This design comes from an exercise in tuning for a short achievable clock period on the open sky130 flow, not from production work.
The RTL was checked by simulation tests, not by an equivalence proof against the original design.

// frame_codec_queue
module frame_codec_queue #(
    parameter [7:0] START = 8'hA5,
    parameter [7:0] STOP  = 8'h5A
) (
    input  wire        clk,
    input  wire        rst,
    input  wire        enq_valid,
    input  wire [7:0]  enq_data,
    input  wire        deq_req,
    output wire        deq_valid,
    output wire [39:0] deq_frame,
    output wire [1:0]  deq_status,
    output wire [7:0]  deq_option,
    output wire [7:0]  deq_value,
    output wire        empty,
    output reg         full,
    input  wire [7:0]  enc_option,
    input  wire [7:0]  enc_value,
    output wire [39:0] enc_frame,
    input  wire [39:0] dec_frame,
    output wire [1:0]  dec_status,
    output wire [7:0]  dec_option,
    output wire [7:0]  dec_value
);
==> module frame_check, before the edit <==
module frame_check #(
    parameter [7:0] START = 8'hA5,
    parameter [7:0] STOP  = 8'h5A
) (
    input  wire [39:0] frame,
    output wire [1:0]  status,    
    output wire [7:0]  option,
    output wire [7:0]  value,
    output wire        sum_ok      
);
    wire [7:0] b0 = frame[39:32];
    wire [7:0] b1 = frame[31:24];
    wire [7:0] b2 = frame[23:16];
    wire [7:0] b3 = frame[15:8];
    wire [7:0] b4 = frame[7:0];
    wire [7:0] x = b1 ^ b2 ^ ~b3;
    wire [7:0] y = {(b1[6:0] & b2[6:0]) | ((b1[6:0] | b2[6:0]) & ~b3[6:0]), 1'b0};
    assign     sum_ok = &(x ^ y);
    wire       markers_ok = (b0 == START) && (b4 == STOP);
    assign status = {markers_ok & ~sum_ok, ~markers_ok};
    assign option = b1;
    assign value  = b2;
endmodule
==> flow/config.mk <==
export PLATFORM = sky130hd
export DESIGN_NAME = frame_codec_queue
export DESIGN_NICKNAME = frame_codec_queue
export VERILOG_FILES = /design/flow/design.v
export SDC_FILE = /design/flow/constraint.sdc
export NUM_CORES = 4
export LEC_CHECK = 0
export CAP_MARGIN = 20
export CORE_MARGIN = 2
export CORE_UTILIZATION = 40
export SETUP_SLACK_MARGIN = 2.5
export SLEW_MARGIN = 20
export TNS_END_PERCENT = 100
==> flow/constraint.sdc <==
create_clock -name core_clock -period 5.0 [get_ports {clk}]
set_input_delay 1.0000 -clock core_clock [delete_from_list [all_inputs] [get_ports {clk}]]
set_output_delay 1.0000 -clock core_clock [all_outputs]
set_load 0.01 [all_outputs]
standard.sh (not shown) runs the stock make flow with config.mk's settings and CLKGATE_MAP_FILE= SYNTH_SCRIPT=/design/flow/synth_recipe.tcl, a recipe that flattens the netlist after the stock synthesis.
==> flow/flow/run.sh <==
#!/bin/bash
# ORFS layout through the standard.sh, with two changes to synthesis:
# - Yosys's full/half-adder extraction is off (ADDER_MAP_FILE empty);
# - ABC maps with flow/speed.abc, a delay-driven script, in place of ORFS's
#   abc_speed.script, and maps the purely combinational encoder and decoder
#   cones (enc_frame, dec_status) in runs of their own first, so that each is
#   mapped for its own delay rather than relaxed to the design's longest path,
#   without the slow cells listed in flow/slow_cells.txt (non-inverting
#   compound gates, wide stacks).
# The port buffers are buf_8 cells.  Registers, and everything else, are
# the standard flow's.
set -euo pipefail
W=$PWD
{
  echo 'proc abc {args} {'
  echo '  set i [lsearch -exact $args -script]'
  echo '  if {$i >= 0} { lset args [expr {$i + 1}] $::env(SPEED_ABC_SCRIPT) }'
  echo '  set fast $args'
  echo '  foreach c [split [string trim [read [open $::env(SLOW_CELLS)]]]] { lappend fast -dont_use sky130_fd_sc_hd__$c }'
  echo '  foreach out {enc_frame dec_status} {'
  echo '    yosys select -set cone w:$out %ci*'
  echo '    yosys abc {*}$fast @cone'
  echo '  }'
  echo '  yosys select -clear'
  echo '  yosys abc {*}$args'
  echo '}'
  cat synth_recipe.tcl
} > my_synth.tcl
export SPEED_ABC_SCRIPT=$W/flow/speed.abc
export SLOW_CELLS=$W/flow/slow_cells.txt
bash standard.sh SYNTH_SCRIPT=$W/my_synth.tcl ADDER_MAP_FILE= "BUFFER_PORTS_ARGS=-buffer_cell sky130_fd_sc_hd__buf_8" finish > standard.log 2>&1
Other scripts of this flow, unchanged in this note and not shown: flow/flow/slow_cells.txt, flow/flow/speed.abc
Rerun with:
--- a/flow/design.v
+++ b/flow/design.v
@@ -12,11 +12,12 @@
     wire [7:0] b1 = frame[31:24];
     wire [7:0] b2 = frame[23:16];
     wire [7:0] b3 = frame[15:8];
     wire [7:0] b4 = frame[7:0];
-    wire [7:0] x = b1 ^ b2 ^ ~b3;
-    wire [7:0] y = {(b1[6:0] & b2[6:0]) | ((b1[6:0] | b2[6:0]) & ~b3[6:0]), 1'b0};
-    assign     sum_ok = &(x ^ y);
+    wire [7:0] t     = b1 ^ b2;
+    wire [7:0] carry = {(t[6:0] & ~b3[6:0]) | (~t[6:0] & b1[6:0]), 1'b0};
+    wire [7:0] miss  = t ^ (b3 ^ carry);
+    assign     sum_ok     = ~|miss;
     wire       markers_ok = (b0 == START) && (b4 == STOP);
     assign status = {markers_ok & ~sum_ok, ~markers_ok};
     assign option = b1;
     assign value  = b2;
What happened: Area after synthesis falls slightly. Wire length falls by a few percent. Worst setup slack got worse by 0.031 ns. Core utilization falls by 1.4 points. Cell count falls slightly. Non-clock buffer count falls by 31. Maximum frequency falls slightly. Die area falls slightly. Cell area falls by a few percent. Worst hold slack got worse by 0.015 ns. Global-route usage rises by 0.36 points. Clock-buffer cell count falls by 4. Register-to-register slack got worse by 0.04 ns.

## port drivers added, routing unchanged
No port has a modelled driver above. Below, the same layouts with a new extraction and two added sets of constraints. Step 1 (the two cells are an assumption about what drives the block):
set clk [get_ports {clk}]
set_driving_cell -lib_cell sky130_fd_sc_hd__clkbuf_16 $clk
set_driving_cell -lib_cell sky130_fd_sc_hd__buf_2 [delete_from_list [all_inputs] $clk]
Step 2 moves the port delays by t, midway between the first and last clock arrival at a register: inputs arrive t later, outputs are due t later. That takes back most of the time a late clock gives input paths. a / b / c = no drivers / after step 1 / after step 2; a / b = the first two.
run	t (ns)	setup WS [ns]	worst setup path at the end	latest minus earliest clock arrival (ns)	worst slew at a driven data input, ns
the first run	0.599	2.007 / 1.952 / 1.701	input to register	0.029 / 0.029	0.34
the second run	0.618	1.976 / 1.934 / 1.636	input to register	0.036 / 0.036	0.32
After both steps every run listed still meets setup and hold. For the second run, which loses most, drivers alone change the setup slack by -0.042 ns; drivers and shift together by -0.340 ns.
